Background: an optimization exercise with open tools, aiming at small area, a short achievable clock period and few clock cycles. Do not read the settings as production practice. At most, simulation tests tie the RTL to the original design; equivalence was not proved. No functional check of the RTL was part of run 4. Power is estimated from default activity; no workload was simulated.

### flow/constraint.sdc
create_clock -name core_clock -period 10.0 [get_ports {clk}]
set_input_delay 2.0000 -clock core_clock [delete_from_list [all_inputs] [get_ports {clk}]]
set_output_delay 2.0000 -clock core_clock [all_outputs]
set_load 0.01 [all_outputs]
### flow/flow/run.sh
#!/bin/bash
set -euo pipefail
export SETUP_SLACK_MARGIN=6.55
export BUFFER_PORTS_ARGS="-buffer_cell sky130_fd_sc_hd__buf_1"
echo 'export DONT_USE_CELLS += sky130_fd_sc_hd__ha_1 sky130_fd_sc_hd__ha_2 sky130_fd_sc_hd__ha_4 sky130_fd_sc_hd__fa_1 sky130_fd_sc_hd__fa_2 sky130_fd_sc_hd__fa_4' >> config.mk
echo 'export SKIP_REPAIR_TIE_FANOUT = 1' >> config.mk
bash standard.sh > flow_make.log 2>&1
### flow/config.mk
export PLATFORM = sky130hd
export DESIGN_NAME = scc_core
export DESIGN_NICKNAME = scc_core
export VERILOG_FILES = /design/flow/design.v
export SDC_FILE = /design/flow/constraint.sdc
export NUM_CORES = 4
export LEC_CHECK = 0
export ABC_AREA = 1
export CAP_MARGIN = 20
export CORE_MARGIN = 2
export CORE_UTILIZATION = 55
export CTS_BUF_LIST = sky130_fd_sc_hd__clkbuf_4 sky130_fd_sc_hd__clkbuf_8
export SLEW_MARGIN = 20
export DONT_USE_CELLS += sky130_fd_sc_hd__ha_1 sky130_fd_sc_hd__ha_2 sky130_fd_sc_hd__ha_4 sky130_fd_sc_hd__fa_1 sky130_fd_sc_hd__fa_2 sky130_fd_sc_hd__fa_4
export SKIP_REPAIR_TIE_FANOUT = 1
### flow/design.v
module scc_core (
    input  wire        clk,
    input  wire        rst,
    input  wire        cmd_valid,
    output wire        cmd_ready,
    input  wire [63:0] cmd_word,
    output wire        rsp_valid,
    input  wire        rsp_ready,
    output wire [63:0] rsp_word,
    output wire        prim_valid,
    output wire [3:0]  prim_kind,
    output wire [15:0] prim_addr,
    output wire [31:0] prim_arg,
    input  wire        prim_ack,
    input  wire        prim_fail,
    input  wire [7:0]  prim_rdata,
    output wire [1:0]  st_pst,
    output wire        st_strm,
    output wire        st_inited,
    output wire [2:0]  st_gpio_lvl,
    output wire [2:0]  st_gpio_dir,
    output wire        st_clk_en,
    output wire [31:0] st_clk_hz,
    output wire [3:0]  st_rail_en
);
    localparam [31:0] MCLK_HZ = 32'd24000000;
    localparam [3:0] P_BUSWRITE  = 4'd0;
    localparam [3:0] P_BUSREAD   = 4'd1;
    localparam [3:0] P_GPIODIR   = 4'd2;
    localparam [3:0] P_GPIOWRITE = 4'd3;
    localparam [3:0] P_CLKFREQ   = 4'd4;
    localparam [3:0] P_CLKEN     = 4'd5;
    localparam [3:0] P_RAILEN    = 4'd6;
    localparam [3:0] P_SLEEP     = 4'd7;
    localparam [3:0] P_SCOPEACQ  = 4'd8;
    localparam [3:0] P_SCOPEREL  = 4'd9;
    localparam [3:0] C_INIT = 4'd0, C_STBYON = 4'd1, C_STBYOFF = 4'd2, C_PON = 4'd3,
                     C_POFF = 4'd4, C_EXP = 4'd5, C_EXPG = 4'd6, C_GAIN = 4'd7,
                     C_SEL = 4'd8, C_STRM = 4'd12;
    reg        idle_q;      
    reg        run_q;       
    reg        rsp_q;       
    reg        abt_q;       
    reg [4:0]  upc;         
    reg [3:0]  cls;         
    reg [15:0] t;           
    reg [8:0]  gt;          
    reg        glo;         
    reg        ghi;         
    reg [7:0]  cr;          
    reg        gsel;        
    reg [3:0]  pk;          
    reg [15:0] pa;
    reg [7:0]  pg;          
    reg [4:0]  pc;          
    reg [7:0]  rs;          
    reg        rv;          
    reg        rshow_lo;    
    reg        rshow_hi;    
    reg        rpclk;       
    reg        gpend;       
    reg        inited;
    reg        strm;
    reg        soff;        
    reg [1:0]  pst;
    reg        mode_valid;
    reg [1:0]  mode_idx;
    reg [15:0] exp_r;
    reg [8:0]  gain_r;
    reg [2:0]  gpio_lvl;
    reg [2:0]  gpio_dir;
    reg        clk_en;
    reg        clk_hz_on;   
    reg [3:0]  rail_en;
    function automatic ge16(input [15:0] x, input [15:0] c);
        integer i;
        reg r;
        begin
            r = 1'b1;
            for (i = 0; i < 16; i = i + 1)
                r = c[i] ? (x[i] & r) : (x[i] | r);
            ge16 = r;
        end
    endfunction
    function automatic [15:0] mode_field16(input [1:0] i, input [3:0] k);
        begin
            mode_field16 = 16'd0;
            case (k)
                4'd0: case (i) 2'd0: mode_field16 = 16'd2592; 2'd1: mode_field16 = 16'd1920;
                               default: mode_field16 = 16'd1280; endcase
                4'd1: case (i) 2'd0: mode_field16 = 16'd1944; 2'd1: mode_field16 = 16'd1080;
                               2'd2: mode_field16 = 16'd960; default: mode_field16 = 16'd720; endcase
                4'd2: mode_field16 = (i == 2'd1) ? 16'd336 : 16'd0;
                4'd3: mode_field16 = (i == 2'd1) ? 16'd432 : 16'd0;
                4'd4: case (i) 2'd0: mode_field16 = 16'd4000; 2'd1: mode_field16 = 16'd3560;
                               default: mode_field16 = 16'd3000; endcase
                4'd5: case (i) 2'd0: mode_field16 = 16'd4037; 2'd1: mode_field16 = 16'd2607;
                               2'd2: mode_field16 = 16'd2000; default: mode_field16 = 16'd1500; endcase
                4'd6: mode_field16 = 16'hF180;     
                4'd7: mode_field16 = 16'd0;
                4'd8: mode_field16 = i[1] ? 16'd2 : 16'd1;
                4'd9: mode_field16 = 16'd1;
                4'd10: case (i) 2'd0: mode_field16 = 16'd4033; 2'd1: mode_field16 = 16'd2603;
                                2'd2: mode_field16 = 16'd1996; default: mode_field16 = 16'd1496; endcase
                4'd11: mode_field16 = 16'd16;
                4'd12: mode_field16 = 16'd159;
                4'd13: mode_field16 = {14'd0, i};
                default: mode_field16 = 16'd0;
            endcase
        end
    endfunction
    function automatic [7:0] gcode_rom(input [7:0] g);
        begin
            case (g)
                8'd17: gcode_rom = 8'd8;
                8'd18: gcode_rom = 8'd10;
                8'd19: gcode_rom = 8'd12;
                8'd20: gcode_rom = 8'd12;
                8'd21: gcode_rom = 8'd14;
                8'd22: gcode_rom = 8'd24;
                8'd23: gcode_rom = 8'd27;
                8'd24: gcode_rom = 8'd33;
                8'd25: gcode_rom = 8'd38;
                8'd26: gcode_rom = 8'd42;
                8'd27: gcode_rom = 8'd46;
                8'd28: gcode_rom = 8'd49;
                8'd29: gcode_rom = 8'd49;
                8'd30: gcode_rom = 8'd52;
                8'd31: gcode_rom = 8'd54;
                8'd32: gcode_rom = 8'd56;
                8'd33: gcode_rom = 8'd61;
                8'd34: gcode_rom = 8'd66;
                8'd35: gcode_rom = 8'd66;
                8'd36: gcode_rom = 8'd70;
                8'd37: gcode_rom = 8'd74;
                8'd38: gcode_rom = 8'd74;
                8'd39: gcode_rom = 8'd76;
                8'd40: gcode_rom = 8'd76;
                8'd41: gcode_rom = 8'd80;
                8'd42: gcode_rom = 8'd83;
                8'd43: gcode_rom = 8'd83;
                8'd44: gcode_rom = 8'd86;
                8'd45: gcode_rom = 8'd89;
                8'd46: gcode_rom = 8'd89;
                8'd47: gcode_rom = 8'd94;
                8'd48: gcode_rom = 8'd94;
                8'd49: gcode_rom = 8'd97;
                8'd50: gcode_rom = 8'd100;
                8'd51: gcode_rom = 8'd100;
                8'd52: gcode_rom = 8'd106;
                8'd53: gcode_rom = 8'd106;
                8'd54: gcode_rom = 8'd106;
                8'd55: gcode_rom = 8'd109;
                8'd56: gcode_rom = 8'd109;
                8'd57: gcode_rom = 8'd109;
                8'd58: gcode_rom = 8'd115;
                8'd59: gcode_rom = 8'd115;
                8'd60: gcode_rom = 8'd115;
                8'd61: gcode_rom = 8'd115;
                8'd62: gcode_rom = 8'd118;
                8'd63: gcode_rom = 8'd118;
                8'd64: gcode_rom = 8'd118;
                8'd65: gcode_rom = 8'd124;
                8'd66: gcode_rom = 8'd124;
                8'd67: gcode_rom = 8'd124;
                8'd68: gcode_rom = 8'd130;
                8'd69: gcode_rom = 8'd130;
                8'd70: gcode_rom = 8'd130;
                8'd71: gcode_rom = 8'd136;
                8'd72: gcode_rom = 8'd136;
                8'd73: gcode_rom = 8'd136;
                8'd74: gcode_rom = 8'd142;
                8'd75: gcode_rom = 8'd142;
                8'd76: gcode_rom = 8'd142;
                8'd77: gcode_rom = 8'd147;
                8'd78: gcode_rom = 8'd147;
                8'd79: gcode_rom = 8'd147;
                8'd80: gcode_rom = 8'd147;
                8'd81: gcode_rom = 8'd149;
                8'd82: gcode_rom = 8'd149;
                8'd83: gcode_rom = 8'd149;
                8'd84: gcode_rom = 8'd154;
                8'd85: gcode_rom = 8'd154;
                8'd86: gcode_rom = 8'd154;
                8'd87: gcode_rom = 8'd154;
                8'd88: gcode_rom = 8'd160;
                8'd89: gcode_rom = 8'd160;
                8'd90: gcode_rom = 8'd160;
                8'd91: gcode_rom = 8'd160;
                8'd92: gcode_rom = 8'd160;
                8'd93: gcode_rom = 8'd162;
                8'd94: gcode_rom = 8'd162;
                8'd95: gcode_rom = 8'd162;
                8'd96: gcode_rom = 8'd162;
                8'd97: gcode_rom = 8'd162;
                8'd98: gcode_rom = 8'd168;
                8'd99: gcode_rom = 8'd168;
                8'd100: gcode_rom = 8'd168;
                8'd101: gcode_rom = 8'd168;
                8'd102: gcode_rom = 8'd168;
                8'd103: gcode_rom = 8'd172;
                8'd104: gcode_rom = 8'd172;
                8'd105: gcode_rom = 8'd172;
                8'd106: gcode_rom = 8'd172;
                8'd107: gcode_rom = 8'd178;
                8'd108: gcode_rom = 8'd178;
                8'd109: gcode_rom = 8'd178;
                8'd110: gcode_rom = 8'd178;
                8'd111: gcode_rom = 8'd178;
                8'd112: gcode_rom = 8'd180;
                8'd113: gcode_rom = 8'd180;
                8'd114: gcode_rom = 8'd180;
                8'd115: gcode_rom = 8'd180;
                8'd116: gcode_rom = 8'd180;
                8'd117: gcode_rom = 8'd180;
                8'd118: gcode_rom = 8'd184;
                8'd119: gcode_rom = 8'd184;
                8'd120: gcode_rom = 8'd184;
                8'd121: gcode_rom = 8'd184;
                8'd122: gcode_rom = 8'd188;
                8'd123: gcode_rom = 8'd188;
                8'd124: gcode_rom = 8'd188;
                8'd125: gcode_rom = 8'd188;
                8'd126: gcode_rom = 8'd188;
                8'd127: gcode_rom = 8'd193;
                8'd128: gcode_rom = 8'd193;
                8'd129: gcode_rom = 8'd193;
                8'd130: gcode_rom = 8'd193;
                8'd131: gcode_rom = 8'd193;
                8'd132: gcode_rom = 8'd195;
                8'd133: gcode_rom = 8'd195;
                8'd134: gcode_rom = 8'd195;
                8'd135: gcode_rom = 8'd195;
                8'd136: gcode_rom = 8'd195;
                8'd137: gcode_rom = 8'd199;
                8'd138: gcode_rom = 8'd199;
                8'd139: gcode_rom = 8'd199;
                8'd140: gcode_rom = 8'd199;
                8'd141: gcode_rom = 8'd228;
                8'd142: gcode_rom = 8'd228;
                8'd143: gcode_rom = 8'd228;
                8'd144: gcode_rom = 8'd228;
                8'd145: gcode_rom = 8'd228;
                8'd146: gcode_rom = 8'd228;
                8'd147: gcode_rom = 8'd228;
                8'd148: gcode_rom = 8'd228;
                8'd149: gcode_rom = 8'd228;
                8'd150: gcode_rom = 8'd228;
                8'd151: gcode_rom = 8'd229;
                8'd152: gcode_rom = 8'd229;
                8'd153: gcode_rom = 8'd229;
                8'd154: gcode_rom = 8'd229;
                8'd155: gcode_rom = 8'd229;
                8'd156: gcode_rom = 8'd229;
                8'd157: gcode_rom = 8'd229;
                8'd158: gcode_rom = 8'd229;
                8'd159: gcode_rom = 8'd229;
                8'd160: gcode_rom = 8'd229;
                8'd161: gcode_rom = 8'd234;
                8'd162: gcode_rom = 8'd234;
                8'd163: gcode_rom = 8'd234;
                8'd164: gcode_rom = 8'd234;
                8'd165: gcode_rom = 8'd234;
                8'd166: gcode_rom = 8'd234;
                8'd167: gcode_rom = 8'd234;
                8'd168: gcode_rom = 8'd234;
                8'd169: gcode_rom = 8'd234;
                default: gcode_rom = 8'h01;    
            endcase
        end
    endfunction
    localparam [4:0] K_1000 = 5'b00001, K_10000 = 5'b00010, K_20000 = 5'b00100,
                     K_30000 = 5'b01000, K_MCLK = 5'b10000;
    function automatic [31:0] arg_of(input [4:0] f);
        begin
            arg_of = (f[0] ? 32'd1000 : 32'd0) | (f[1] ? 32'd10000 : 32'd0) |
                     (f[2] ? 32'd20000 : 32'd0) | (f[3] ? 32'd30000 : 32'd0) |
                     (f[4] ? MCLK_HZ : 32'd0);
        end
    endfunction
    function automatic [32:0] prim_at(input [3:0] c, input [4:0] k, input [1:0] pm,
                                      input [15:0] s, input [15:0] f);
        reg [3:0]  pk_;
        reg [15:0] pa_;
        reg [7:0]  pg_;
        reg [4:0]  pc_;
        begin
            pk_ = P_SCOPEREL;
            pa_ = 16'd0;
            pg_ = 8'd0;
            pc_ = 5'd0;
            case (c)
                C_INIT: begin
                    pk_ = P_BUSREAD;
                    pa_ = k[0] ? 16'h2001 : 16'h2000;
                end
                C_STBYON: case (k[1:0])
                    2'd0: pk_ = P_SCOPEACQ;
                    2'd1: begin pk_ = P_GPIOWRITE; pa_ = 16'd1; end
                    2'd2: pk_ = P_CLKEN;
                    default: pk_ = P_SCOPEREL;
                endcase
                C_STBYOFF: case (k[2:0])
                    3'd0: pk_ = P_SCOPEACQ;
                    3'd1: begin pk_ = P_CLKFREQ; pc_ = K_MCLK; end
                    3'd2: begin pk_ = P_CLKEN;   pg_ = 8'd1; end
                    3'd3: begin pk_ = P_SLEEP;   pc_ = K_20000; pg_ = 8'h20; end
                    3'd4: pk_ = P_SCOPEREL;
                    default: begin pk_ = P_GPIOWRITE; pa_ = 16'd1; pg_ = 8'd1; end
                endcase
                C_PON: case (k)
                    5'd0:  pk_ = P_SCOPEACQ;
                    5'd1:  begin pk_ = P_GPIODIR;   pa_ = 16'd0; pg_ = 8'd1; end
                    5'd2:  begin pk_ = P_GPIODIR;   pa_ = 16'd1; pg_ = 8'd1; end
                    5'd3:  begin pk_ = P_GPIOWRITE; pa_ = 16'd0; end
                    5'd4:  begin pk_ = P_GPIOWRITE; pa_ = 16'd1; end
                    5'd5:  begin pk_ = P_SLEEP;     pc_ = K_1000; pg_ = 8'hE8; end
                    5'd6:  begin pk_ = P_CLKFREQ;   pc_ = K_MCLK; end
                    5'd7:  begin pk_ = P_CLKEN;     pg_ = 8'd1; end
                    5'd8:  begin pk_ = P_SLEEP;     pc_ = K_10000; pg_ = 8'h10; end
                    5'd9:  begin pk_ = P_GPIOWRITE; pa_ = 16'd2; pg_ = 8'd1; end
                    5'd10: begin pk_ = P_RAILEN;    pa_ = 16'd0; pg_ = 8'd1; end
                    5'd11: begin pk_ = P_RAILEN;    pa_ = 16'd1; pg_ = 8'd1; end
                    5'd12: begin pk_ = P_RAILEN;    pa_ = 16'd2; pg_ = 8'd1; end
                    5'd13: begin pk_ = P_RAILEN;    pa_ = 16'd3; pg_ = 8'd1; end
                    5'd14: begin pk_ = P_SLEEP;     pc_ = K_10000; pg_ = 8'h10; end
                    5'd15: begin pk_ = P_GPIOWRITE; pa_ = 16'd0; pg_ = 8'd1; end
                    5'd16: begin pk_ = P_GPIOWRITE; pa_ = 16'd1; pg_ = 8'd1; end
                    5'd17: begin pk_ = P_SLEEP;     pc_ = K_30000; pg_ = 8'h30; end
                    default: pk_ = P_SCOPEREL;
                endcase
                C_POFF: case (k[3:0])
                    4'd0:  pk_ = P_SCOPEACQ;
                    4'd1:  pk_ = P_CLKEN;
                    4'd2:  begin pk_ = P_GPIOWRITE; pa_ = 16'd2; end
                    4'd3:  begin pk_ = P_RAILEN;    pa_ = 16'd3; end
                    4'd4:  begin pk_ = P_RAILEN;    pa_ = 16'd2; end
                    4'd5:  begin pk_ = P_RAILEN;    pa_ = 16'd1; end
                    4'd6:  begin pk_ = P_RAILEN;    pa_ = 16'd0; end
                    4'd7:  begin pk_ = P_SLEEP;     pc_ = K_10000; pg_ = 8'h10; end
                    4'd8:  begin pk_ = P_GPIOWRITE; pa_ = 16'd0; end
                    4'd9:  begin pk_ = P_GPIOWRITE; pa_ = 16'd1; end
                    4'd10: begin pk_ = P_GPIODIR;   pa_ = 16'd0; end
                    4'd11: begin pk_ = P_GPIODIR;   pa_ = 16'd1; end
                    default: pk_ = P_SCOPEREL;
                endcase
                C_SEL, C_SEL + 4'd1, C_SEL + 4'd2, C_SEL + 4'd3,
                C_STRM, C_STRM + 4'd1, C_STRM + 4'd2, C_STRM + 4'd3: begin
                    pk_ = P_BUSWRITE;
                    case (k[1:0])
                        2'd0: begin pa_ = 16'h3000; pg_ = 8'h01; end
                        2'd1: begin pa_ = 16'h3100; pg_ = 8'h02; end
                        2'd2: begin
                            pa_ = 16'h3200;
                            case (pm)
                                2'd0: pg_ = 8'h0F;
                                2'd1: pg_ = 8'h07;
                                default: pg_ = 8'h03;
                            endcase
                        end
                        default: begin
                            if (pm[0]) begin pa_ = 16'h3201; pg_ = 8'h80; end
                            else       begin pa_ = 16'h3300; pg_ = 8'h55; end
                        end
                    endcase
                end
                default: begin   
                    pk_ = P_BUSWRITE;
                    if (c == C_GAIN || k[2]) begin
                        pa_ = 16'h1004;    
                    end else begin
                        case (k[1:0])
                            2'd0: begin pa_ = 16'h1000; pg_ = s[7:0]; end
                            2'd1: begin pa_ = 16'h1001; pg_ = s[15:8]; end
                            2'd2: begin pa_ = 16'h1002; pg_ = f[7:0]; end
                            default: begin pa_ = 16'h1003; pg_ = f[15:8]; end
                        endcase
                    end
                end
            endcase
            prim_at = {pk_, pa_, pg_, pc_};
        end
    endfunction
    wire [7:0]  op = cmd_word[63:56];
    wire [27:0] ca = cmd_word[55:28];
    wire [27:0] cb = cmd_word[27:0];
    wire [2:0]  tg = cb[2:0];
    wire op01 = (op == 8'h01), op02 = (op == 8'h02), op03 = (op == 8'h03), op04 = (op == 8'h04);
    wire op05 = (op == 8'h05), op06 = (op == 8'h06), op07 = (op == 8'h07), op08 = (op == 8'h08);
    wire op09 = (op == 8'h09), op0a = (op == 8'h0A);
    wire a_zero  = (ca == 28'd0);
    wire b_zero  = (cb == 28'd0);
    wire b_hi0_1 = (cb[27:1] == 27'd0);
    wire b_hi0_3 = (cb[27:3] == 25'd0);
    wire b_hi0_4 = (cb[27:4] == 24'd0);
    wire b_hi0_8 = (cb[27:8] == 20'd0);
    wire b_hi0_9 = (cb[27:9] == 19'd0);
    wire legal = ((op01 | op08 | op09) & a_zero & b_zero)
               | (op02 & a_zero & b_hi0_3 & (~tg[2] | (tg[1:0] == 2'd0)))
               | op03 | op07
               | (op04 & a_zero & b_hi0_1)
               | (op05 & b_zero)
               | (op06 & a_zero)
               | (op0a & a_zero & b_hi0_4 & ~(cb[3] & cb[2] & cb[1]));
    wire gated = op03 | op04 | op05 | op06 | op07;
    wire ok    = legal & (inited | ~gated);    
    wire pwr_legal = (tg == 3'd1) ? (pst == 2'd2) :
                     (tg == 3'd2) ? (pst == 2'd1) :
                     (tg == 3'd3) ? (pst == 2'd0) :
                     (tg == 3'd4) ? (pst != 2'd0) : 1'b0;
    wire a_2592 = (ca == 28'd2592);
    wire a_1920 = (ca == 28'd1920);
    wire a_1280 = (ca == 28'd1280);
    wire m0 = a_2592 & (cb == 28'd1944);
    wire m1 = a_1920 & (cb == 28'd1080);
    wire m2 = a_1280 & (cb == 28'd960);
    wire m3 = a_1280 & (cb == 28'd720);
    wire look_ok = m0 | m1 | m2 | m3;
    wire [1:0] look_idx = {~ca[11] & ~ca[7], ca[7] | (~ca[11] & ~cb[8])};
    wire [15:0] shutter = ca[19:4] | {16{~(ca[27:20] == 8'd0)}};
    wire b_gt159 = ~b_hi0_8 | ge16({8'd0, cb[7:0]}, 16'd160);
    wire b_le169 = b_hi0_8 & ~ge16({8'd0, cb[7:0]}, 16'd170);
    wire [7:0] code_in = (op07 & b_gt159) ? 8'd229 : gcode_rom(cb[7:0]);
    wire str_on_run = cb[0] & ~strm & (pst == 2'd2) & mode_valid;
    wire go_run = ok & (op01 | (op02 & pwr_legal) | (op03 & look_ok) | (op04 & str_on_run)
                        | ((op05 | op07) & mode_valid) | (op06 & b_le169));
    reg [7:0] st_in;     
    always @(*) begin
        st_in = 8'h00;
        if (!legal) st_in = 8'hF0;
        else if (gated && !inited) st_in = 8'hE0;
        else if (op02 && !pwr_legal) st_in = 8'h21;
        else if (op03 && !look_ok) st_in = 8'h30;
        else if (op04 && cb[0] && !strm && pst != 2'd2) st_in = 8'h42;
        else if (op04 && cb[0] && !strm && !mode_valid) st_in = 8'h41;
        else if ((op05 || op07) && !mode_valid) st_in = 8'h51;
    end
    reg [3:0]  pk_in;
    reg [15:0] pa_in;
    reg [7:0]  pg_in;
    reg [3:0]  cls_in;
    always @(*) begin
        pk_in  = P_BUSWRITE;
        pa_in  = 16'd0;
        pg_in  = 8'd0;
        cls_in = C_INIT;
        if (op01) begin
            pk_in = P_BUSREAD; pa_in = 16'h2000;
        end else if (op02) begin
            pk_in = P_SCOPEACQ; cls_in = {1'b0, tg};
        end else if (op03) begin
            pa_in = 16'h3000; pg_in = 8'h01; cls_in = {2'b10, look_idx};
        end else if (op04) begin
            pa_in = 16'h3000; pg_in = 8'h01; cls_in = {2'b11, mode_idx};
        end else if (op06) begin
            pa_in = 16'h1004; cls_in = C_GAIN;    
        end else begin
            pa_in = 16'h1000; pg_in = shutter[7:0]; cls_in = op05 ? C_EXP : C_EXPG;
        end
    end
    wire        is_prog = cls[3];
    wire [1:0]  pm = cls[1:0];
    reg s_ge;    
    reg [15:0] vts_cur;
    always @(*) begin
        case (mode_idx)
            2'd0: begin s_ge = ge16(t, 16'd4034); vts_cur = 16'd4037; end
            2'd1: begin s_ge = ge16(t, 16'd2604); vts_cur = 16'd2607; end
            2'd2: begin s_ge = ge16(t, 16'd1997); vts_cur = 16'd2000; end
            default: begin s_ge = ge16(t, 16'd1497); vts_cur = 16'd1500; end
        endcase
    end
    reg [13:0] s_inc;    
    integer j;
    reg carry;
    always @(*) begin
        carry = 1'b1;
        for (j = 0; j < 14; j = j + 1) begin
            s_inc[j] = t[j + 2] ^ carry;
            carry    = carry & t[j + 2];
        end
    end
    wire [15:0] frame = s_ge ? {s_inc, t[1:0]} : vts_cur;
    wire [8:0] g_cl = glo ? 9'd16 : ghi ? ((cls == C_EXPG) ? 9'd159 : 9'd511) : gt;
    wire [4:0] upc_n = {upc[4] ^ (&upc[3:0]), upc[3] ^ (&upc[2:0]), upc[2] ^ (&upc[1:0]),
                        upc[1] ^ upc[0], ~upc[0]};
    wire [32:0] nxt = prim_at(cls, upc_n, pm, t, frame);
    wire nxt_gsel = (cls == C_EXPG) && (upc[1:0] == 2'd3);
    reg last;
    always @(*) begin
        if (is_prog)
            last = pm[1] ? (pm[0] ? (upc[1:0] == 2'd1) : (upc[1:0] == 2'd2)) : (upc[1:0] == 2'd3);
        else case (cls)
            C_INIT:    last = upc[0];
            C_STBYON:  last = (upc[1:0] == 2'd3);
            C_STBYOFF: last = (upc[2:0] == 3'd5);
            C_PON:     last = (upc == 5'd18);
            C_POFF:    last = (upc[3:0] == 4'd12);
            C_EXP:     last = (upc[1:0] == 2'd3);
            C_EXPG:    last = upc[2];
            default:   last = 1'b1;    
        endcase
    end
    wire fallible = (pk != P_SLEEP) && (pk != P_SCOPEACQ) && (pk != P_SCOPEREL);
    wire is_pwr   = (cls == C_STBYON) || (cls == C_STBYOFF) || (cls == C_PON) || (cls == C_POFF);
    wire scope_held = is_pwr && !(cls == C_STBYOFF && upc[2:0] == 3'd5);
    reg [7:0] st_fail;
    always @(*) begin
        if (is_prog) st_fail = cls[2] ? 8'h40 : 8'h31;
        else case (cls)
            C_INIT:  st_fail = 8'h11;
            C_EXP, C_EXPG, C_GAIN: st_fail = 8'h50;
            default: st_fail = 8'h20;
        endcase
    end
    wire id_ok = (prim_rdata == (upc[0] ? 8'h5A : 8'hA5));
    wire fail  = fallible & prim_fail;
    always @(posedge clk) begin
        if (idle_q) begin
            cls      <= cls_in;
            upc      <= 5'd0;
            pk       <= pk_in;
            pa       <= pa_in;
            pg       <= pg_in;
            pc       <= 5'd0;
            gt       <= cb[8:0];
            glo      <= b_hi0_4;
            ghi      <= op07 ? b_gt159 : ~b_hi0_9;
            cr       <= code_in;
            gsel     <= op06;
            rs       <= st_in;
            rv       <= legal & op0a & mode_valid;
            rshow_lo <= legal & (op08 | op09 | (op0a & mode_valid));
            rshow_hi <= legal & (op08 | op09 | (op0a & mode_valid));
            rpclk    <= legal & op0a & mode_valid & (cb[3:0] == 4'd6);
            gpend    <= ok & op06 & ~b_le169;
            t        <= op08 ? exp_r :
                        op09 ? {7'd0, gain_r} :
                        op0a ? mode_field16(mode_idx, cb[3:0]) : shutter;
        end else if (run_q) begin
            if (cls == C_INIT) t[7:0] <= prim_rdata;
            if (prim_ack) begin
                if (abt_q) ;
                else if (fail) begin
                    rs <= st_fail;
                    if (scope_held) begin
                        pk <= P_SCOPEREL;
                        pa <= 16'd0;
                        pg <= 8'd1;
                        pc <= 5'd0;
                    end
                end else begin
                    if (!last) begin
                        gsel <= nxt_gsel;
                        {pk, pa, pg, pc} <= nxt;
                    end
                    if (cls == C_INIT && !id_ok) begin
                        rs       <= 8'h10;
                        rshow_lo <= 1'b1;
                    end else if (last) begin
                        upc <= 5'd0;
                    end else begin
                        upc <= upc_n;
                    end
                end
            end
        end
        if (rst) begin
            idle_q     <= 1'b1;
            run_q      <= 1'b0;
            rsp_q      <= 1'b0;
            abt_q      <= 1'b0;
            soff       <= 1'b0;
            inited     <= 1'b0;
            strm       <= 1'b0;
            pst        <= 2'd0;
            mode_valid <= 1'b0;
            mode_idx   <= 2'd0;
            exp_r      <= 16'd0;
            gain_r     <= 9'd0;
            gpio_lvl   <= 3'd0;
            gpio_dir   <= 3'd0;
            clk_en     <= 1'b0;
            clk_hz_on  <= 1'b0;
            rail_en    <= 4'd0;
        end else if (idle_q) begin
            soff <= cmd_valid & ok & op04 & ~cb[0];
            if (cmd_valid) begin
                idle_q <= 1'b0;
                run_q  <= go_run;
                rsp_q  <= ~go_run;
            end
        end else if (run_q) begin
            if (prim_ack) begin
                if (abt_q) begin
                    abt_q <= 1'b0;
                    run_q <= 1'b0;
                    rsp_q <= 1'b1;
                end else if (fail) begin
                    if (cls == C_INIT) inited <= 1'b0;
                    if (is_pwr) begin
                        pst  <= 2'd3;
                        strm <= 1'b0;
                    end
                    if (scope_held) abt_q <= 1'b1;
                    else begin
                        run_q <= 1'b0;
                        rsp_q <= 1'b1;
                    end
                end else begin
                    case (pk)
                        P_GPIODIR:   gpio_dir[pa[1:0]] <= pg[0];
                        P_GPIOWRITE: gpio_lvl[pa[1:0]] <= pg[0];
                        P_CLKFREQ:   clk_hz_on <= 1'b1;
                        P_CLKEN:     clk_en <= pg[0];
                        P_RAILEN:    rail_en[pa[1:0]] <= pg[0];
                        default: ;
                    endcase
                    if ((cls == C_EXP || cls == C_EXPG) && upc == 5'd3)
                        exp_r <= t;
                    if (cls == C_INIT && !id_ok) begin
                        inited <= 1'b0;
                        run_q  <= 1'b0;
                        rsp_q  <= 1'b1;
                    end else if (last) begin
                        run_q <= 1'b0;
                        rsp_q <= 1'b1;
                        if (is_prog) begin
                            mode_idx   <= pm;
                            mode_valid <= 1'b1;
                            if (cls[2]) strm <= 1'b1;
                        end else case (cls)
                            C_INIT: begin
                                mode_valid <= 1'b0;
                                mode_idx   <= 2'd0;
                                exp_r      <= 16'd0;
                                gain_r     <= 9'd0;
                                strm       <= 1'b0;
                                inited     <= 1'b1;
                            end
                            C_STBYON: begin pst <= 2'd1; strm <= 1'b0; end
                            C_STBYOFF, C_PON: pst <= 2'd2;
                            C_POFF: begin pst <= 2'd0; strm <= 1'b0; end
                            C_EXPG, C_GAIN: gain_r <= g_cl;
                            default: ;
                        endcase
                    end
                end
            end
        end else if (rsp_q) begin
            soff <= 1'b0;
            if (soff) strm <= 1'b0;
            if (gpend) gain_r <= g_cl;
            if (rsp_ready) begin
                rsp_q  <= 1'b0;
                idle_q <= 1'b1;
            end
        end
    end
    assign cmd_ready   = idle_q;
    assign rsp_valid   = rsp_q;
    assign rsp_word    = {rs, rv, 7'd0, 11'd0, upc,
                          3'd0, rpclk, 4'd0, rpclk, 2'd0, rpclk, 3'd0, rpclk,
                          t[15:8] & {8{rshow_hi}}, t[7:0] & {8{rshow_lo}}};
    assign prim_valid  = run_q;
    assign prim_kind   = pk;
    assign prim_addr   = pa;
    assign prim_arg    = {arg_of(pc) >> 8, pg | (cr & {8{gsel}})};
    assign st_pst      = pst;
    assign st_strm     = strm & ~soff;
    assign st_inited   = inited;
    assign st_gpio_lvl = gpio_lvl;
    assign st_gpio_dir = gpio_dir;
    assign st_clk_en   = clk_en;
    assign st_clk_hz   = clk_hz_on ? MCLK_HZ : 32'd0;
    assign st_rail_en  = rail_en;
endmodule
### flow/standard.sh
#!/bin/bash
# synth_recipe.tcl (not shown) runs the flow's synth.tcl, then flattens the netlist and writes it again
# the make line also repeats each setting of config.mk as NAME=value (left out here)
make -C /OpenROAD-flow-scripts/flow DESIGN_CONFIG=/design/flow/config.mk WORK_HOME=/design/flow/orfs CLKGATE_MAP_FILE= SYNTH_SCRIPT=/design/flow/synth_recipe.tcl "${@:-finish}"
==> impl_metrics.json, run 1 <==
{
  "rsz0062_at_grt": "true",
  "cts_max_path_buffers": 2,
  "fin_nets": 1740,
  "post_synth_inst_count": 1567,
  "ys_top_cells_by_area": "edfxtp_1 20%, nand2_1 12%, dfxtp_1 11%, nor2_1 8.1%, buf_4 7.3%",
  "grt_pass1_wl_um": 56440,
  "htree_num_levels": 4,
  "syn_avg_cell_area_um2": 6.608,
  "route.vias.total": 11400,
  "number_of_global_route_vias_before_repair": 10440,
  "skew_ps": 18.23,
  "main_combinational_cell_family_by_area_after_synthesis": "simple AND/OR/NAND/NOR gates",
  "initial_util_pct": 55.73,
  "viasPerCell": 5.972,
  "buffer_ports.inserted": 169,
  "routed_wl_um": 37500,
  "yosys.area_share.xor_xnor_pct": 0.2537,
  "fmax_mhz": 294.9,
  "total_global_routing_track_utilization_pct": 36.62,
  "syn-num-nets": 1645,
  "holdCritPathClass": "reg -> reg",
  "power.density_nw_per_um2": 121.9,
  "synth_compound_area_share_pct": 16.63,
  "ys_warnings": 1,
  "final.hold.worst_slack_ps": 448.0,
  "final-hold-violation-count": 0,
  "num_antenna_cells": 0,
  "synth.cell_area_um2": 10350,
  "cts.reportedPaths.clkPinSlew_ps": 90,
  "async_reset_ff_share_pct": 0,
  "number_of_slew_limit_violations_in_the_final_report": 0,
  "fin_tns_setup_ps": 0,
  "slew_headroom_pct": 40.22,
  "cellLeakagePower_uw": 0.004882,
  "worst-setup-path-type": "in -> reg",
  "setup_viol": 0,
  "synth_fa_ha_area_share_pct": 0,
  "cp_slowest_stage_delay_ps": 340,
  "cp.arrival_ps": 3580,
  "clkSinkCount": 129,
  "hold_buffers": 0,
  "status": "complete, no violations",
  "clock_tree_from_tritoncts": "built",
  "postSynth.topFlopCell": "edfxtp_1",
  "setup.worst_path.start_class": "input pin",
  "cp_slowest_cell": "a21oi_1",
  "die-area_um2": 19940,
  "count_leader_synth": "nand2_1",
  "netlist.top_cell.by_area": "edfxtp_1",
  "gp_congestion": 1.054,
  "die_height_um": 141.2,
  "netlist-cell-type-count": 62,
  "number_of_enable_type_register_cells_in_the_synthesized_netlist": 70,
  "yosys-top-cells-count": "343 x nand2_1, 223 x nor2_1, 179 x inv_1, 105 x o21ai_0, 101 x buf_4",
  "worstMarginPinSlew_ps": 895.7,
  "globalRouteOverflowTotal": 0,
  "post-synth-top-area-fraction_pct": 20.30,
  "drt_first_pass_iters": 8,
  "yosys_register_bits": 129,
  "wl_per_cell_um": 19.64,
  "tritoncts.num_buffers": 17,
  "crit_path_max_fanout": 9,
  "drt.antenna.violating_nets": 0,
  "dpl.hpwl_um": 28770,
  "muxShareOfSynthArea_pct": 0,
  "layout-area-overhead-vs-synth_pct": 9.557,
  "layout-drive-gt1-share_pct": 14.21,
  "yosysSeqAreaShare_pct": 31.71,
  "critical_path.most_common_cell": "o21ai_0",
  "combined_buffer_and_inverter_count_along_the_critical_path": 2,
  "fp-row-count": 50,
  "yosys.area_share.simple_pct": 34.50,
  "grt_antenna_before_repair": 0,
  "num_io_pins": 244,
  "grt_start_max_net_pins": 75,
  "root_buffer_cell": "clkbuf_8",
  "post-route-period-util_pct": 33.91,
  "path_cells": "clkbuf_2, inv_2, nor2_2, nand3_1, a21oi_1, o21ai_1, o21ai_0, a21oi_1, o21ai_0, o21ai_0",
  "worst-endpoint-required_ps": 10190,
  "placed_area_um2": 10380,
  "chipWidth_um": 141.2,
  "stdcell_area_um2": 11340,
  "timing.critical_path.to_type": "flip-flop",
  "drt_drc_violations_left": 0,
  "detail_route.iter0.violations": 1293,
  "min_period_ps": 3391,
  "cpLargestDelayFamily": "compound AO/OA/AOI/OAI gates",
  "vdd_ir_drop_max_mv": 0.09039,
  "coreArea_um2": 18580,
  "cap_violations": 0,
  "clock_insertion_delay_worst_skew_ps": 460
}
## worst min-delay path: stages, from the launching register on
cell,delay (ps)
dfxtp_1,320
inv_1,40
a21oi_1,50
## layer usage
metal / GRT usage (%) / part of all wire, % / up-vias
li1: - / - / 5286
met5: 0 / 0 / -
met1: 46.84 / 39 / 5155
met2: 59.22 / 45 / 790
met4: 20.05 / 6.2 / 0
met3: 6.046 / 10 / 170
## cell type report
type | count | area, µm²
clock inverter | 15 | 182.7
tap | 234 | 292.8
fill | 1867 | 7236
sequential | 129 | 3291
multi-input combinational | 1091 | 5517
inverter | 210 | 822.0
clock buffer | 17 | 234.0
timing repair buffer | 213 | 1006
## final timing paths
check                    start      to  slack (ps)  cells after the start
setup / recovery  cmd_word[57]    t[6]        6610                     10
hold / removal          clk_en  clk_en         450                      2
setup reg to reg   mode_idx[1]   pg[1]        6890                     15
hold reg to reg         clk_en  clk_en         450                      2
## report_power, final
| part | switching [µW] | leakage, µW | total, µW | internal, µW |
|---|---|---|---|---|
| logic | 193 | 0.00351 | 269 | 76.4 |
| registers | 29.0 | 0.00116 | 618 | 589 |
| clock network | 261 | 0.000213 | 496 | 235 |
| total | 483 | 0.00488 | 1380 | 900 |
## state kept, by name (all words and copies together), names as in the netlist, 2 cells and up
name      count
t            16
mode_idx      2
pk            4
gpio_dir      3
rs            6
cr            8
pg            8
gpio_lvl      3
cls           4
pc            5
gain_r        9
exp_r        16
upc           5
gt            9
rail_en       4
pa            7
pst           2
## per-stage QoR
step	cells	worst slack (ps)	total power (µW)	utilization (%)
floorplan	1567	6551	808.6	-
global placement	1837	5409	873.2	55.89
detailed placement	1837	5409	873.1	55.89
CTS	1883	6524	1361	59.18
global route	1909	6456	1427	61.06
finish	1909	6609	1383	61.06
## what timing repair did
| action | 4_1_cts | 5_1_grt |
|---|---|---|
| endpoints found under the setup margin | 66 | 78 |
| setup buffers | 14 | 26 |
| pin swaps | 4 | 11 |
| gates resized for setup | 38 | 58 |
## cells by family (layout without fill, tap and decap cells)
kind of cell | count (synthesis) | after routing
flip-flops | 129 | 129
XOR/XNOR | 3 | 3
buffers and inverters | 347 | 455
AO/OA/AOI/OAI | 295 | 295
other | 1 | 1
AND/OR/NAND/NOR | 792 | 792
## cells in the final DEF (no fill, tap or decap), types with 6 or more instances in the layout
| master | synthesis | final |
|---|---|---|
| nor2_1 | 223 | 208 |
| nand3_1 | 90 | 86 |
| dfxtp_1 | 59 | 55 |
| buf_4 | 101 | 44 |
| nor2_2 | 15 | 19 |
| clkbuf_8 | 1 | 17 |
| o22ai_1 | 10 | 10 |
| nand2_4 | 6 | 9 |
| nor3_2 | 12 | 13 |
| inv_2 | 25 | 27 |
| nand2_2 | 16 | 25 |
| nand4_1 | 22 | 22 |
| nand2_1 | 343 | 331 |
| a21oi_1 | 91 | 89 |
| nor4_1 | 6 | 6 |
| edfxtp_1 | 70 | 70 |
| o211ai_1 | 10 | 10 |
| buf_1 | 0 | 158 |
| a31oi_1 | 12 | 11 |
| a21o_1 | 7 | 7 |
| nor3_1 | 35 | 34 |
| o2111ai_1 | 10 | 10 |
| o21ai_1 | 12 | 21 |
| clkbuf_2 | 1 | 6 |
| a211oi_1 | 6 | 6 |
| o31ai_1 | 6 | 6 |
| inv_1 | 179 | 170 |
| inv_6 | 0 | 6 |
| nor2_4 | 10 | 21 |
| inv_4 | 2 | 8 |
| o21ai_0 | 105 | 95 |
Testbench counts, summed over its fixed seeds: cycles 21,737.
==> inputs of run 2 (changes only) <==
--- a/flow/design.v
+++ b/flow/design.v
@@ -57,4 +57,3 @@
     reg        rv;          
-    reg        rshow_lo;    
-    reg        rshow_hi;    
+    reg        rshow;       
     reg        rpclk;       
@@ -532,4 +531,3 @@
             rv       <= legal & op0a & mode_valid;
-            rshow_lo <= legal & (op08 | op09 | (op0a & mode_valid));
-            rshow_hi <= legal & (op08 | op09 | (op0a & mode_valid));
+            rshow    <= legal & (op08 | op09 | (op0a & mode_valid));
             rpclk    <= legal & op0a & mode_valid & (cb[3:0] == 4'd6);
@@ -558,3 +556,3 @@
                         rs       <= 8'h10;
-                        rshow_lo <= 1'b1;
+                        rshow    <= 1'b1;
                     end else if (last) begin
@@ -663,3 +661,3 @@
                           3'd0, rpclk, 4'd0, rpclk, 2'd0, rpclk, 3'd0, rpclk,
-                          t[15:8] & {8{rshow_hi}}, t[7:0] & {8{rshow_lo}}};
+                          t & {16{rshow}}};
     assign prim_valid  = run_q;
--- a/flow/config.mk
+++ b/flow/config.mk
@@ -10,3 +10,3 @@
 export CORE_MARGIN = 2
-export CORE_UTILIZATION = 55
+export CORE_UTILIZATION = 60
 export CTS_BUF_LIST = sky130_fd_sc_hd__clkbuf_4 sky130_fd_sc_hd__clkbuf_8
==> run 2 against run 1 <==
  * Register-to-register slack worse by 30 ps
  * Non-clock buffer count is 2 higher
  * Setup slack worse by 110 ps
  * Via count is 0.34% lower
  * Die area is 11% lower
  * Wire length is 0.17% lower
  * Area after synthesis is 3.0% lower
  * Largest cell class unchanged
==> impl_metrics.json, run 2 <==
{
  "die-area_um2": 17790,
  "coreArea_um2": 16470,
  "synth.cell_area_um2": 10040,
  "fin_tns_setup_ps": 0,
  "worst_hold_startpoint": "clk_en",
  "cp.arrival_ps": 3730,
  "path_cells": "buf_1, inv_1, nand2_1, nor3_2, nand4_1, o21ai_0, nand2_1, nand2_2, nand2_1, a31oi_1, nor2_1",
  "async_reset_ff_share_pct": 0,
  "start_of_the_worst_register_to_register_path": "upc[1]",
  "r2r_setup_slack_ps": 6860,
  "detail_route.iter0.violations": 1758,
  "status": "complete, no violations",
  "postSynth.topFlopCell": "edfxtp_1",
  "number_of_enable_type_register_cells_in_the_synthesized_netlist": 69,
  "combined_buffer_and_inverter_count_along_the_critical_path": 2,
  "cellLeakagePower_uw": 0.004724,
  "final_critical_path_setup_slack_ps": 6500,
  "placed_area_um2": 10110,
  "grt_antenna_before_repair": 0,
  "drt.antenna.violating_nets": 0,
  "netlist.top_cell.by_area": "edfxtp_1",
  "num_antenna_cells": 0,
  "finalCoreUtilization_pct": 67.41,
  "root_buffer_cell": "clkbuf_8",
  "placed_cells_incl_taps": 1788,
  "syn-num-nets": 1613,
  "stdcell_area_um2": 11100,
  "worstMarginPinSlew_ps": 839.2,
  "final-hold-violation-count": 0,
  "cap_violations": 0,
  "post_synth_inst_count": 1535,
  "cp_slowest_stage_delay_ps": 240,
  "clock_insertion_delay_worst_skew_ps": 470,
  "wl_per_cell_um": 20.08,
  "drt_first_pass_iters": 9,
  "tritoncts.num_buffers": 17,
  "hold_path_end": "clk_en",
  "post-synth-top-area-fraction_pct": 20.63,
  "fmax_mhz": 285.7,
  "power.density_nw_per_um2": 120.5,
  "timing.critical_path.to_type": "flip-flop",
  "fin_nets": 1709,
  "setup.worst_path.start_class": "input pin",
  "count_leader_synth": "nand2_1",
  "stdcell_count": 1864,
  "min_period_ps": 3500,
  "worst-endpoint-required_ps": 10230,
  "vdd_ir_drop_max_mv": 0.1212,
  "whs_path_depth": 2,
  "layout-area-overhead-vs-synth_pct": 10.53,
  "number_of_slew_limit_violations_in_the_final_report": 0,
  "clkSinkCount": 128,
  "setup.worst_path.start": "cmd_word[35]",
  "htree_num_levels": 4,
  "layout_top_registers": "exp_r x16, t x16",
  "most_common_cell_after_layout_fill_and_taps_aside": "nand2_1",
  "layout.cells.most_common_list": "331 x nand2_1, 184 x nor2_1, 179 x inv_1",
  "critical_path.most_common_cell": "nand2_1",
  "grt_start_max_net_pins": 75,
  "slew_headroom_pct": 43.99,
  "ys_warnings": 1,
  "buffer_ports.inserted": 169,
  "number_of_global_route_vias_before_repair": 10110,
  "ff_to_ff_path_depth": 10,
  "netlist-cell-type-count": 51,
  "routed_wl_um": 37430,
  "worst-setup-path-type": "in -> reg",
  "fp-row-count": 47,
  "cts_max_path_buffers": 2,
  "num_io_pins": 244,
  "cp_slowest_cell": "nor3_2",
  "dpl.hpwl_um": 28180,
  "yosys_register_bits": 128,
  "post-route-period-util_pct": 35.00,
  "crit_path_max_fanout": 5,
  "yosysSeqAreaShare_pct": 32.39,
  "total_global_routing_track_utilization_pct": 40.84,
  "layout-drive-gt1-share_pct": 11.98,
  "globalRouteOverflowTotal": 0,
  "viasPerCell": 6.095,
  "cpLargestDelayFamily": "simple AND/OR/NAND/NOR gates",
  "route.vias.total": 11360,
  "clock_tree_from_tritoncts": "built",
  "initial_util_pct": 60.99,
  "rsz0062_at_grt": "true",
  "pre_cts_worst_setup_slack_ps": 5497,
  "crit-reg2reg-capture": "pg[4]",
  "syn_avg_cell_area_um2": 6.542,
  "skew_ps": 20.13,
  "ys_top_cells_by_area": "edfxtp_1 21%, nand2_1 13%, dfxtp_1 12%, nor2_1 7.7%, buf_4 7.6%",
  "gp_congestion": 1.024,
  "drt_drc_violations_left": 0,
  "yosys-top-cells-count": "339 x nand2_1, 207 x nor2_1, 190 x inv_1, 140 x o21ai_0, 102 x buf_4",
  "chipWidth_um": 133.4,
  "grt_pass1_wl_um": 55990,
  "setup_viol": 0,
  "die_height_um": 133.4,
  "cts.reportedPaths.clkPinSlew_ps": 100,
  "hold_buffers": 0,
  "holdCritPathClass": "reg -> reg"
}
## run 2: cell count changes after synthesis, moves of 9 or more
cell	delta
o21ai_1	-9
inv_1	+11
nand3_1	-13
nor2_1	-16
o21ai_0	+35
inv_2	-18
nor3_2	-10
a211oi_1	+14
nand4_1	+13
## run 2: repair_timing
| item | in CTS | in global routing |
|---|---|---|
| setup buffers | 9 | 33 |
| cloned | 0 | 2 |
| pin swaps | 6 | 13 |
| setup endpoints to repair | 63 | 61 |
| gates resized for setup | 35 | 50 |
## run 2: worst min-delay path: stages (launching register included)
cell	delay [ps]
dfxtp_1	320
inv_1	50
a21oi_1	50
## run 2: metrics by stage
stage	power [µW]	hold WS [ps]
after global placement	849.5	435.6
after global routing	1373	462.6
after floorplan	791.2	447.6
after detailed placement	851.1	443.0
final	1338	460.1
after CTS	1310	455.9
## run 2: worst max-delay path by stage
stage / end / slack, ps / cells after the start
after global placement: t[5] / 5580 / 14
after global routing: t[5] / 6450 / 13
after CTS: rsp_q / 6510 / 13
after detailed placement: t[2] / 5500 / 9
after floorplan: rs[4] / 6520 / 14
final: rs[4] / 6500 / 11
## run 2: area by class of cell
class,count,area [µm²]
clock inverters,14,138.9
multi-input cells,1062,5293
inverters,205,810.8
clock buffers,18,247.7
well taps,220,275.3
flip-flops and latches,128,3256
repair buffers,215,1066
fillers,1471,5366
repair inverters,2,12.51
## run 2: routing by layer
layer	part of all wire (%)	global-route usage [%]	up-vias	wire, µm
met5	0	0	-	0
met4	5.2	19.03	0	1965
met3	13	6.583	160	4691
met2	45	64.92	937	16730
met1	38	54.80	5060	14040
li1	-	-	5205	-
## run 2: where the power goes
| group | internal [µW] | switching, µW |
|---|---|---|
| clock network | 212 | 256 |
| logic | 75.9 | 187 |
| registers | 583 | 23.6 |
## run 2: cells by family after synthesis
logic type,synth area share (%)
AND/OR/NAND/NOR,31.67
buffers and inverters,17.16
AO/OA/AOI/OAI,18.56
flip-flops,32.39
XOR/XNOR,0.1745
other,0.03734
Testbench counts of run 2, summed over its fixed seeds: cycles 21,737.
==> inputs of run 3 (changes only) <==
--- a/flow/config.mk
+++ b/flow/config.mk
@@ -10,3 +10,3 @@
 export CORE_MARGIN = 2
-export CORE_UTILIZATION = 60
+export CORE_UTILIZATION = 55
 export CTS_BUF_LIST = sky130_fd_sc_hd__clkbuf_4 sky130_fd_sc_hd__clkbuf_8
==> run 3 against run 2 <==
  * Register-to-register slack improved by 40 ps
  * Via count decreased by 2.5%
  * Critical path depth decreased by 2
  * Design area decreased by 0.46%
  * Final cell count decreased by 0.11%
  * Combinational power about the same
  * Critical endpoint is now t[13]
  * Largest cell class unchanged
==> impl_metrics.json, run 3 <==
{
  "chipWidth_um": 139.1,
  "dpl.hpwl_um": 28660,
  "tritoncts.num_buffers": 17,
  "number_of_enable_type_register_cells_in_the_synthesized_netlist": 69,
  "number_of_slew_limit_violations_in_the_final_report": 0,
  "fin_nets": 1698,
  "final_critical_path_setup_slack_ps": 6556,
  "async_reset_ff_share_pct": 0,
  "yosys-top-cells-count": "339 x nand2_1, 207 x nor2_1, 190 x inv_1, 140 x o21ai_0, 102 x buf_4",
  "coreArea_um2": 17960,
  "num_antenna_cells": 0,
  "fp-row-count": 49,
  "gp_congestion": 1.011,
  "grt_pass1_wl_um": 56260,
  "detail_route.iter0.violations": 1374,
  "num-fill-cells": 1769,
  "layout-area-overhead-vs-synth_pct": 10.02,
  "cts_max_path_buffers": 2,
  "cts.reportedPaths.clkPinSlew_ps": 100,
  "clkSinkCount": 128,
  "post_synth_inst_count": 1535,
  "syn_avg_cell_area_um2": 6.542,
  "power.share.clock_pct": 34.0,
  "count_leader_synth": "nand2_1",
  "cp_slowest_cell": "o21ai_0",
  "setup.worst_path.start_class": "input pin",
  "stdcell_area_um2": 11050,
  "viasPerCell": 5.950,
  "r2r_setup_slack_ps": 6900,
  "ys_warnings": 1,
  "routed_wl_um": 37220,
  "finalCoreUtilization_pct": 61.50,
  "clock_insertion_delay_worst_skew_ps": 460,
  "cp.arrival_ps": 3640,
  "status": "complete, no violations",
  "cell_internal_pwr_uw": 843.7,
  "pre_cts_worst_setup_slack_ps": 5456,
  "setup_viol": 0,
  "layout-drive-gt1-share_pct": 12.06,
  "fmax_mhz": 290.4,
  "timing.critical_path.to_type": "flip-flop",
  "number_of_global_route_vias_before_repair": 10010,
  "fin_tns_setup_ps": 0,
  "cap_violations": 0,
  "p_comb_share_pct": 20.1,
  "cpLargestDelayFamily": "simple AND/OR/NAND/NOR gates",
  "cellLeakagePower_uw": 0.004661,
  "root_buffer_cell": "clkbuf_8",
  "cp_slowest_stage_delay_ps": 390,
  "ys_top_cells_by_area": "edfxtp_1 21%, nand2_1 13%, dfxtp_1 12%, nor2_1 7.7%, buf_4 7.6%",
  "most_common_cell_after_layout_fill_and_taps_aside": "nand2_1",
  "initial_util_pct": 55.90,
  "combined_buffer_and_inverter_count_along_the_critical_path": 3,
  "holdCritPathClass": "reg -> reg",
  "die_height_um": 139.1,
  "synth.cell_area_um2": 10040,
  "crit_path_max_fanout": 9,
  "layout.cells.most_common_list": "327 x nand2_1, 185 x nor2_1, 174 x inv_1",
  "drt_first_pass_iters": 6,
  "drt.antenna.violating_nets": 0,
  "syn-num-nets": 1613,
  "buffer_ports.inserted": 169,
  "min_period_ps": 3444,
  "rsz0062_at_grt": "true",
  "die-area_um2": 19360,
  "postSynth.topFlopCell": "edfxtp_1",
  "total_global_routing_track_utilization_pct": 37.10,
  "grt_start_max_net_pins": 75,
  "worst-endpoint-required_ps": 10190,
  "netlist-cell-type-count": 51,
  "yosys_register_bits": 128,
  "post-synth-top-area-fraction_pct": 20.63,
  "route.vias.total": 11080,
  "layout_top_registers": "exp_r x16, t x16",
  "critical_path.most_common_cell": "buf_4",
  "final-hold-violation-count": 0,
  "power.switching_fraction_pct": 35.92,
  "power.net_switching_uw": 473.0,
  "worstMarginPinSlew_ps": 943.1,
  "post-route-period-util_pct": 34.44,
  "drt_drc_violations_left": 0,
  "worst-setup-path-type": "in -> reg",
  "htree_num_levels": 4,
  "netlist.top_cell.by_area": "edfxtp_1",
  "slew_headroom_pct": 36.70,
  "vdd_ir_drop_max_mv": 0.1023,
  "globalRouteOverflowTotal": 0,
  "path_cells": "buf_1, nor2_2, nand3_4, buf_4, nor3_4, buf_4, a21oi_1, o21ai_0, nand2_1",
  "grt_antenna_before_repair": 0,
  "yosysSeqAreaShare_pct": 32.39,
  "num_io_pins": 244,
  "wl_per_cell_um": 19.99,
  "placed_area_um2": 10120,
  "sequentialPowerShare_pct": 46.0,
  "clock_tree_from_tritoncts": "built",
  "skew_ps": 15.58,
  "power.density_nw_per_um2": 119.2
}
[run 3: cell types whose count changed in the layout (fill, tap and decap cells not counted), moves of 3 or more]
cell	delta
inv_2	+5
inv_4	-3
buf_4	-13
inv_1	-5
buf_2	+3
nand2_1	-4
[run 3: final timing paths]
path / startpoint / endpoint / cells past startpoint
max reg2reg: upc[1] / pg[4] / 10
min: clk_en / clk_en / 2
max: cmd_word[63] / t[13] / 9
min reg2reg: clk_en / clk_en / 2
[run 3: power groups by stage]
stage	logic [µW]	clock network [µW]	registers [µW]
floorplan	180	0	612
global placement	235	0	617
detailed placement	234	0	618
CTS	246	445	604
global route	289	463	607
finish	264	447	605
[run 3: worst min-delay path, cell delays in order, from the launching register on]
cell and delay (ps):
dfxtp_1 330, inv_1 50, a21oi_1 60
[run 3: routing by layer]
metal  up-vias  part of all wire, %  GRT usage (%)
li1       5196                    -              -
met1      5070                   41          50.11
met2       709                   45          59.61
met3       104                  9.8          6.146
met4         0                  4.5          14.94
met5         -                    0              0
[run 3: cells by family after synthesis]
logic type	Yosys count	synth area share [%]
AOI/OAI and AO/OA	322	18.56
xor gates and xnor gates	2	0.1745
buffers and inverters	345	17.16
DFF	128	32.39
other	1	0.03734
and+or+nand+nor	737	31.67
[run 3: area by class of cell]
cell class | count | area (µm²) | area share [%]
clock inverters | 15 | 135.1 | 1.223
well taps | 229 | 286.5 | 2.593
multi-input cells | 1062 | 5325 | 48.20
inverters | 205 | 813.3 | 7.361
repair inverters | 1 | 7.507 | 0.06795
flip-flops and latches | 128 | 3256 | 29.47
clock buffers | 17 | 234.0 | 2.118
repair buffers | 205 | 991.0 | 8.969
[run 3: timing repair]
| item | 4_1_cts | 5_1_grt |
|---|---|---|
| resized for setup | 39 | 58 |
| cloned | 0 | 1 |
| setup endpoints to repair | 81 | 70 |
| hold buffers | 0 | 0 |
| pin swaps | 7 | 14 |
| buffers inserted | 8 | 24 |
[run 3: stage by stage]
| stage | instances | power (µW) | hold WS, ps |
|---|---|---|---|
| after floorplan | 1535 | 791.2 | 447.6 |
| after global placement | 1797 | 851.9 | 436.9 |
| after detailed placement | 1797 | 852.0 | 473.4 |
| after CTS | 1837 | 1295 | 487.4 |
| after global routing | 1862 | 1359 | 523.4 |
| final | 1862 | 1317 | 487.9 |
==> inputs of run 4 (changes only) <==
--- a/flow/design.v
+++ b/flow/design.v
@@ -50,3 +50,2 @@
     reg [7:0]  cr;          
-    reg        gsel;        
     reg [3:0]  pk;          
@@ -58,3 +57,2 @@
     reg        rshow;       
-    reg        rpclk;       
     reg        gpend;       
@@ -486,3 +484,2 @@
     wire [32:0] nxt = prim_at(cls, upc_n, pm, t, frame);
-    wire nxt_gsel = (cls == C_EXPG) && (upc[1:0] == 2'd3);
     reg last;
@@ -528,3 +525,2 @@
             cr       <= code_in;
-            gsel     <= op06;
             rs       <= st_in;
@@ -532,3 +528,2 @@
             rshow    <= legal & (op08 | op09 | (op0a & mode_valid));
-            rpclk    <= legal & op0a & mode_valid & (cb[3:0] == 4'd6);
             gpend    <= ok & op06 & ~b_le169;
@@ -551,3 +546,2 @@
                     if (!last) begin
-                        gsel <= nxt_gsel;
                         {pk, pa, pg, pc} <= nxt;
@@ -659,2 +653,3 @@
     assign rsp_valid   = rsp_q;
+    wire rpclk = rv & t[15];
     assign rsp_word    = {rs, rv, 7'd0, 11'd0, upc,
@@ -665,3 +660,3 @@
     assign prim_addr   = pa;
-    assign prim_arg    = {arg_of(pc) >> 8, pg | (cr & {8{gsel}})};
+    assign prim_arg    = {arg_of(pc) >> 8, pg | (cr & {8{pa[2]}})};
     assign st_pst      = pst;
==> run 4 against run 3 <==
  * Die area shrank 0.12%
  * Synthesized cell count grew 0.98%
  * Register-to-register slack is essentially flat
  * Area after synthesis shrank 0.11%
  * Power grew 2.7%
  * Largest power group unchanged
  * Non-clock buffer count grew 4
  * Global-route usage is essentially flat
  * Design area grew 2.1%
  * Sequential power shrank 2%
  * Hold slack lost 6.9 ps
==> impl_metrics.json, run 4 <==
{
  "viasPerCell": 5.994,
  "slew_headroom_pct": 58.99,
  "met2_length_um": 16490,
  "clock_insertion_delay_worst_skew_ps": 480,
  "timing.critical_path.to_type": "flip-flop",
  "placed_area_um2": 10160,
  "fin_nets": 1720,
  "count_leader_synth": "nand2_1",
  "post-layout-total-power_uw": 1352,
  "netlist-cell-type-count": 59,
  "gp_congestion": 1.062,
  "setup.worst_path.start_class": "input pin",
  "coreArea_um2": 17900,
  "cellLeakagePower_uw": 0.004690,
  "most_common_cell_after_layout_fill_and_taps_aside": "nand2_1",
  "grt_pass1_wl_um": 56520,
  "num_io_pins": 244,
  "grt_antenna_before_repair": 0,
  "sequentialPowerShare_pct": 44.0,
  "number_of_global_route_vias_before_repair": 10200,
  "setup_viol": 0,
  "clock_tree_from_tritoncts": "built",
  "crit_path_max_fanout": 10,
  "worstMarginPinSlew_ps": 611.0,
  "grt_start_max_net_pins": 75,
  "post_synth_inst_count": 1550,
  "stdcell_area_um2": 11270,
  "power.share.clock_pct": 36.4,
  "clkSinkCount": 126,
  "syn-num-nets": 1628,
  "post-synth-top-area-fraction_pct": 20.06,
  "detail_route.iter0.violations": 1301,
  "drt_drc_violations_left": 0,
  "power.net_switching_uw": 447.6,
  "wl_per_cell_um": 19.59,
  "die-area_um2": 19330,
  "total_global_routing_track_utilization_pct": 37.14,
  "hold_buffers": 0,
  "dpl.hpwl_um": 28200,
  "pre_cts_worst_setup_slack_ps": 5447,
  "drt.antenna.violating_nets": 0,
  "cell_internal_pwr_uw": 904.7,
  "yosys-top-cells-count": "333 x nand2_1, 236 x nor2_1, 175 x inv_1, 115 x o21ai_0, 97 x buf_4",
  "netlist.top_cell.by_area": "edfxtp_1",
  "status": "complete, no violations",
  "layout-area-overhead-vs-synth_pct": 12.40,
  "postSynth.topFlopCell": "edfxtp_1",
  "wl_met3_um": 4101,
  "yosys_register_bits": 126,
  "final_critical_path_setup_slack_ps": 6539,
  "htree_num_levels": 4,
  "root_buffer_cell": "clkbuf_8",
  "initial_util_pct": 56.03,
  "drt_first_pass_iters": 6,
  "cts.reportedPaths.clkPinSlew_ps": 90,
  "rsz0062_at_grt": "true",
  "syn_avg_cell_area_um2": 6.472,
  "die_height_um": 139.0,
  "worst-endpoint-required_ps": 10220,
  "vdd_ir_drop_max_mv": 0.07945,
  "holdCritPathClass": "reg -> reg",
  "ys_top_cells_by_area": "edfxtp_1 20%, nand2_1 12%, dfxtp_1 12%, nor2_1 8.8%, buf_4 7.3%",
  "min_period_ps": 3461,
  "cts_max_path_buffers": 2,
  "power.switching_fraction_pct": 33.10,
  "chipWidth_um": 139.0,
  "power.density_nw_per_um2": 119.9,
  "globalRouteOverflowTotal": 0,
  "final-hold-violation-count": 0,
  "fp-row-count": 49,
  "cp.arrival_ps": 3680,
  "buffer_ports.inserted": 169,
  "number_of_slew_limit_violations_in_the_final_report": 0,
  "number_of_enable_type_register_cells_in_the_synthesized_netlist": 67,
  "fmax_mhz": 289.0,
  "layout-drive-gt1-share_pct": 14.14,
  "worst-setup-path-type": "in -> reg",
  "routed_wl_um": 36900,
  "ys_warnings": 1,
  "post-route-period-util_pct": 34.61,
  "synth.cell_area_um2": 10030,
  "cap_violations": 0,
  "num-fill-cells": 1729,
  "yosysSeqAreaShare_pct": 31.83,
  "skew_ps": 15.17,
  "layout_top_registers": "exp_r x16, t x16",
  "async_reset_ff_share_pct": 0,
  "layout.cells.most_common_list": "319 x nand2_1, 212 x nor2_1, 159 x inv_1",
  "highest_routed_metal_layer": "met4",
  "route.vias.total": 11290,
  "p_comb_share_pct": 19.6,
  "num_antenna_cells": 0,
  "fin_tns_setup_ps": 0,
  "tritoncts.num_buffers": 17,
  "wl_met1_um": 14140
}
[run 4: worst paths after layout]
| check | endpoint | cells after the start | slack [ps] | start |
|---|---|---|---|---|
| min reg2reg | rail_en[2] | 2 | 480 | rail_en[2] |
| max | t[4] | 12 | 6540 | cmd_word[1] |
| min | rail_en[2] | 2 | 480 | rail_en[2] |
| max reg2reg | pg[1] | 15 | 6910 | mode_idx[1] |
[run 4: kinds of logic (layout without fill, tap and decap cells)]
logic type	after synthesis	count (layout)	share of synthesized area, %
AOI/OAI and AO/OA	309	309	18.30
buffers and inverters	340	445	16.65
DFF	126	126	31.83
other	1	1	0.03738
and+or+nand+nor	774	774	33.18
[run 4: power groups by stage]
stage,registers (µW),logic (µW),clock network [µW]
after detailed placement,607,230,0
final,595,265,493
after CTS,593,241,487
after floorplan,602,172,0
after global routing,597,289,509
after global placement,607,229,0
[run 4: area by class of cell]
cell class	instances	area [µm²]	share of cell area (%)
Multi-Input combinational cell	1084	5497	48.75
Sequential cell	126	3196	28.34
Timing Repair Buffer	209	1061	9.411
Inverter	203	805.8	7.147
Tap cell	229	286.5	2.541
Clock buffer	18	241.5	2.142
Clock inverter	14	180.2	1.598
Timing Repair inverter	1	7.507	0.06659
[run 4: worst max-delay path, stage by stage]
cell and delay, ps:
clkbuf_4 230, nor2_4 90, nand2_1 130, inv_1 80
o21ai_0 340, nand3_1 150, nor3_2 220, o21ai_2 90
o21ai_0 80, nand2_1 70, o211ai_1 80, o21ai_0 100
[run 4: per-layer routing]
layer / track usage [%] / vias up
li1: - / 5256
met5: 0 / -
met2: 58.75 / 775
met1: 48.37 / 5106
met4: 18.45 / 0
met3: 7.873 / 156
[run 4: repair_timing]
item | CTS | global route
pin swaps | 1 | 13
cloned | 0 | 3
setup buffers | 9 | 25
setup endpoints to repair | 74 | 71
gates resized for setup | 50 | 91
[run 4: per-stage QoR]
step,util [%],cells,hold WS (ps)
detailed placement,56.74,1815,466.5
floorplan,-,1550,448.6
CTS,60.34,1856,483.9
global placement,56.74,1815,462.0
global route,62.98,1884,508.2
finish,62.98,1884,480.9

## re-timing with driven ports
How much do the figures lean on ideal ports? The routed layouts below were timed once more, with nothing changed but the port constraints. Step 1, drivers: a clkbuf_16 drives clk and a buf_2 each remaining input, both assumed. Step 2 moves the port delays by t, midway between the first and last clock arrival at a register: inputs arrive t later, outputs are due t later. That takes back most of the time a late clock gives input paths. Slacks: ideal / step 1 / step 2; pairs: ideal / step 1.
run | t, ns | slack for setup (ns) | hold WS [ns] | worst slew at a driven data input, ns
run 1 | 0.497 | 6.609 / 6.587 / 6.125 | 0.448 / 0.448 / 0.448 | 0.04
run 2 | 0.497 | 6.500 / 6.517 / 6.020 | 0.460 / 0.460 / 0.460 | 0.06
run 3 | 0.492 | 6.556 / 6.548 / 6.082 | 0.488 / 0.488 / 0.488 | 0.04
run 4 | 0.510 | 6.539 / 6.551 / 6.041 | 0.481 / 0.481 / 0.481 | 0.04
After both steps every run listed still meets setup and hold. The setup slack of run 4, which loses most, moves by +0.012 ns with the drivers and by -0.498 ns with both steps.
